This design comes from an exercise in tuning for small area, a short achievable clock period and few clock cycles per item on the open sky130 flow, not from production work. At most, simulation tests tie the RTL to the original design; equivalence was not proved. Power is estimated from default activity; no workload was simulated.

green:
==> module ad5934_freq_encoder, before the edit <==
module ad5934_freq_encoder (
    input  wire        clk,
    input  wire        rst,         
    input  wire        in_valid,
    output wire        in_ready,
    input  wire [31:0] in_freq,
    input  wire [31:0] in_fclk,
    output reg         out_valid,
    output wire [23:0] out_code,
    output wire        out_err
);
    reg         busy;        
    reg  [4:0]  cnt;         
    reg         err;         
    reg  [32:0] rem;         
    reg  [23:0] qs;          
    assign in_ready = busy && (err || cnt == 5'd24);
    assign out_code = qs;
    assign out_err  = err;
    wire [32:0] a    = busy ? {rem[31:0], qs[23]}
                            : {1'b0, in_freq[24:0], in_fclk[31:25]};
    wire        sub  = ~busy | ~rem[32];
    wire [32:0] b    = {33{sub}} ^ {1'b0, in_fclk};
    wire [32:0] p0   = a ^ b;
    wire [32:0] g0   = (a & b) | {32'd0, p0[0] & sub};
    wire [32:0] gl [0:6];
    wire [32:0] pl [0:6];
    assign gl[0] = g0;
    assign pl[0] = p0;
    genvar l, i;
    generate
        for (l = 0; l < 6; l = l + 1) begin : lvl
            for (i = 0; i < 33; i = i + 1) begin : bitl
                if ((i >> l) & 1) begin : comb
                    localparam integer J = ((i >> l) << l) - 1;
                    assign gl[l+1][i] = gl[l][i] | (pl[l][i] & gl[l][J]);
                    assign pl[l+1][i] = pl[l][i] & pl[l][J];
                end else begin : pass
                    assign gl[l+1][i] = gl[l][i];
                    assign pl[l+1][i] = pl[l][i];
                end
            end
        end
    endgenerate
    wire [32:0] sum  = p0 ^ {gl[6][31:0], sub};
    wire        qbit = ~sum[32];
    always @(posedge clk) begin
        rem <= sum;
        if (!busy) begin
            qs  <= in_fclk[24:1];
            err <= (|in_freq[31:25]) | qbit;
            cnt <= 5'd1;
        end else begin
            qs  <= err ? 24'd0 : {qs[22:0], qbit};
            cnt <= cnt + 5'd1;
        end
        if (rst) begin
            busy      <= 1'b0;
            out_valid <= 1'b0;
        end else begin
            out_valid <= in_ready && in_valid;
            if (!busy)
                busy <= in_valid;
            else if (in_ready && in_valid)
                busy <= 1'b0;
        end
    end
endmodule
==> flow/config.mk <==
export PLATFORM = sky130hd
export DESIGN_NAME = ad5934_freq_encoder
export DESIGN_NICKNAME = ad5934_freq_encoder
export VERILOG_FILES = /design/flow/design.v
export SDC_FILE = /design/flow/constraint.sdc
export NUM_CORES = 4
export LEC_CHECK = 0
export CAP_MARGIN = 20
export CORE_MARGIN = 2
export CORE_UTILIZATION = 40
export CTS_BUF_LIST = sky130_fd_sc_hd__clkbuf_4 sky130_fd_sc_hd__clkbuf_8
export PLACE_DENSITY = 0.6
export SETUP_SLACK_MARGIN = 2.0
export SLEW_MARGIN = 20
==> flow/constraint.sdc <==
create_clock -name core_clock -period 5.0 [get_ports {clk}]
set_input_delay 1.0000 -clock core_clock [delete_from_list [all_inputs] [get_ports {clk}]]
set_output_delay 1.0000 -clock core_clock [all_outputs]
set_load 0.01 [all_outputs]
standard.sh (not shown) runs the stock make flow with config.mk's settings and CLKGATE_MAP_FILE= SYNTH_SCRIPT=/design/flow/synth_recipe.tcl, a recipe that flattens the netlist after the stock synthesis.
==> flow/flow/run.sh <==
#!/bin/bash
# The standard layout (the standard.sh: standard synthesis, floorplan,
# placement, CTS, routing), with the port buffers that placement inserts on
# every input and output made plain sky130 buffers instead of the default
# delay-buffer cell. Each tool's output is kept in its own log here.
set -euo pipefail
export BUFFER_PORTS_ARGS="-buffer_cell sky130_fd_sc_hd__buf_1"
bash standard.sh > standard_make.log 2>&1
The following lists how blue was set up differently from green:
--- a/flow/design.v
+++ b/flow/design.v
@@ -15,7 +15,7 @@
     reg  [32:0] rem;         
     reg  [23:0] qs;          
     assign in_ready = busy && (err || cnt == 5'd24);
-    assign out_code = qs;
+    assign out_code = err ? 24'd0 : qs;
     assign out_err  = err;
     wire [32:0] a    = busy ? {rem[31:0], qs[23]}
                             : {1'b0, in_freq[24:0], in_fclk[31:25]};
@@ -51,7 +51,7 @@
             err <= (|in_freq[31:25]) | qbit;
             cnt <= 5'd1;
         end else begin
-            qs  <= err ? 24'd0 : {qs[22:0], qbit};
+            qs  <= {qs[22:0], qbit};
             cnt <= cnt + 5'd1;
         end
         if (rst) begin
### Flow results
blue ran to completion and came out clean on the timing, DRC and antenna checks. Post-synthesis instance total (green / blue): 1.06. Largest net degree at the start of global routing: blue vs green up 45%. From green to blue the numbers moved as follows: post-route worst setup slack went up by 0.17 ns, amount of wire on met3 after detailed routing went down by about 16%, fraction of area in multi-input gates was more or less identical. Summary of blue over green: ratio of final minimum period to clock period saw a decrease; share of power burned in combinational logic -3.2 points; area taken by multi-input logic gates dropped about 7%; share of cells above drive strength 1 lost 2.8 points.
Testbench counts of blue, summed over its fixed seeds: cycles 46,148, items 2,048.
Only the layout flow was run in green; the RTL was not checked for function there.

* * *

the baseline:
ad5934_freq_encoder, a different RTL version from the one above (not shown whole).
Size: ~390 cells after synthesis, about 65 flip-flops, ~94 I/O pins, ~3900 sq um of cells after synthesis.
==> module ad5934_freq_encoder, before the edit <==
module ad5934_freq_encoder (
    input  wire        clk,
    input  wire        rst,         
    input  wire        in_valid,
    output wire        in_ready,
    input  wire [31:0] in_freq,
    input  wire [31:0] in_fclk,
    output reg         out_valid,
    output wire [23:0] out_code,
    output wire        out_err
);
    reg         busy;        
    reg  [4:0]  cnt;         
    reg         err;         
    reg  [32:0] rem;         
    reg  [23:0] qs;          
    assign in_ready = busy && (err || cnt == 5'd14);
    assign out_code = err ? 24'd0 : qs;
    assign out_err  = err;
    wire [32:0] a    = busy ? {rem[31:0], qs[23]}
                            : {1'b0, in_freq[24:0], in_fclk[31:25]};
    wire        sub  = ~busy | ~rem[32];
    wire [32:0] b    = {33{sub}} ^ {1'b0, in_fclk};
    wire [32:0] p0   = a ^ b;
    wire [32:0] g0   = (a & b) | {32'd0, p0[0] & sub};
    wire [32:0] gl [0:6];
    wire [32:0] pl [0:6];
    assign gl[0] = g0;
    assign pl[0] = p0;
    genvar l, i;
    generate
        for (l = 0; l < 6; l = l + 1) begin : lvl
            for (i = 0; i < 33; i = i + 1) begin : bitl
                if ((i >> l) & 1) begin : comb
                    localparam integer J = ((i >> l) << l) - 1;
                    assign gl[l+1][i] = gl[l][i] | (pl[l][i] & gl[l][J]);
                    assign pl[l+1][i] = pl[l][i] & pl[l][J];
                end else begin : pass
                    assign gl[l+1][i] = gl[l][i];
                    assign pl[l+1][i] = pl[l][i];
                end
            end
        end
    endgenerate
    wire [32:0] sum  = p0 ^ {gl[6][31:0], sub};
    wire        qbit = ~sum[32];
    always @(posedge clk) begin
        rem <= sum;
        if (!busy) begin
            qs  <= in_fclk[24:1];
            err <= (|in_freq[31:25]) | qbit;
            cnt <= 5'd1;
        end else begin
            qs  <= {qs[22:0], qbit};
            cnt <= {cnt[3:0], cnt[4] ^ cnt[2]};
        end
        if (rst) begin
            busy      <= 1'b0;
            out_valid <= 1'b0;
        end else begin
            out_valid <= in_ready && in_valid;
            if (!busy)
                busy <= in_valid;
            else if (in_ready && in_valid)
                busy <= 1'b0;
        end
    end
endmodule
==> flow/config.mk <==
export PLATFORM = sky130hd
export DESIGN_NAME = ad5934_freq_encoder
export DESIGN_NICKNAME = ad5934_freq_encoder
export VERILOG_FILES = /design/flow/design.v
export SDC_FILE = /design/flow/constraint.sdc
export NUM_CORES = 4
export LEC_CHECK = 0
export CAP_MARGIN = 20
export CORE_MARGIN = 2
export CORE_UTILIZATION = 40
export CTS_BUF_LIST = sky130_fd_sc_hd__clkbuf_4 sky130_fd_sc_hd__clkbuf_8
export PLACE_DENSITY = 0.6
export SETUP_SLACK_MARGIN = 1.8
export SLEW_MARGIN = 20
==> flow/constraint.sdc <==
create_clock -name core_clock -period 5.0 [get_ports {clk}]
set_input_delay 1.0000 -clock core_clock [delete_from_list [all_inputs] [get_ports {clk}]]
set_output_delay 1.0000 -clock core_clock [all_outputs]
set_load 0.01 [all_outputs]
Scripts as last shown in full above: flow/flow/run.sh
Looking at the reports, the baseline completed the entire flow and the layout it produced met the timing, DRC and antenna checks.
[inputs] the candidate vs the baseline
--- a/flow/design.v
+++ b/flow/design.v
@@ -15,5 +15,5 @@
     reg  [32:0] rem;         
     reg  [23:0] qs;          
-    assign in_ready = busy && (err || cnt == 5'd14);
+    assign in_ready = busy && (err || cnt == 5'd24);
     assign out_code = err ? 24'd0 : qs;
     assign out_err  = err;
@@ -53,5 +53,5 @@
         end else begin
             qs  <= {qs[22:0], qbit};
-            cnt <= {cnt[3:0], cnt[4] ^ cnt[2]};
+            cnt <= cnt + 5'd1;
         end
         if (rst) begin
Notes after the runs:
Against the baseline, wire length in the candidate fell by a little under 10%. Of the two values seen for end of the critical path, rem[15] was produced by the candidate and qs[0] by the baseline. The candidate against the baseline: total power now smaller; total number of multi-input combinational cells shows a reduction of 5. | area enclosed by the die boundary | the candidate vs the baseline | worse |. Area inside the core boundary in the candidate is about 0.47% higher than in the baseline. Cell count sits higher in the candidate than in the baseline. Between the baseline and the candidate, relative contribution of combinational cells to total power is lower for the candidate, the baseline comes in above that. The baseline → the candidate: count of cells along the worst register-to-register path neither gained nor lost much; total leakage power lost about 1.3%; met1 layer usage reported by global route lost 3.5 points.
Testbench counts of the candidate, summed over its fixed seeds: cycles 46,148, items 2,048.
Only the layout flow was run in the baseline; the RTL was not checked for function there.

==> what the ideal ports hide <==
The flow's constraints put no driver on any port. The routed layouts listed below were extracted and timed again, unchanged, in two steps.
Step 1, drivers: a clkbuf_16 drives clk and a buf_2 each remaining input, both assumed.
Step 2 also shifts input and output timing later by t, the mid clock arrival at the registers, as if the neighbouring blocks saw the same clock.
a / b / c = ideal / step 1 / step 2; a / b = the first two.
run | shift t [ns] | slack for setup (ns) | worst hold slack (ns) | worst setup path after step 2 | clock arrival spread, ns
green | 0.383 | 1.868 / 1.879 / 1.497 | 0.425 / 0.425 / 0.425 | input to register | 0.009 / 0.009
blue | 0.373 | 2.041 / 2.038 / 1.665 | 0.435 / 0.435 / 0.435 | input to register | 0.006 / 0.007
the baseline | 0.370 | 1.824 / 1.828 / 1.458 | 0.464 / 0.464 / 0.464 | input to register | 0.008 / 0.007
the candidate | 0.371 | 2.008 / 2.016 / 1.644 | 0.436 / 0.436 / 0.436 | input to register | 0.009 / 0.009
After both steps every run listed still meets setup and hold. For blue, which loses most, drivers alone change the setup slack by -0.003 ns; drivers and shift together by -0.376 ns.
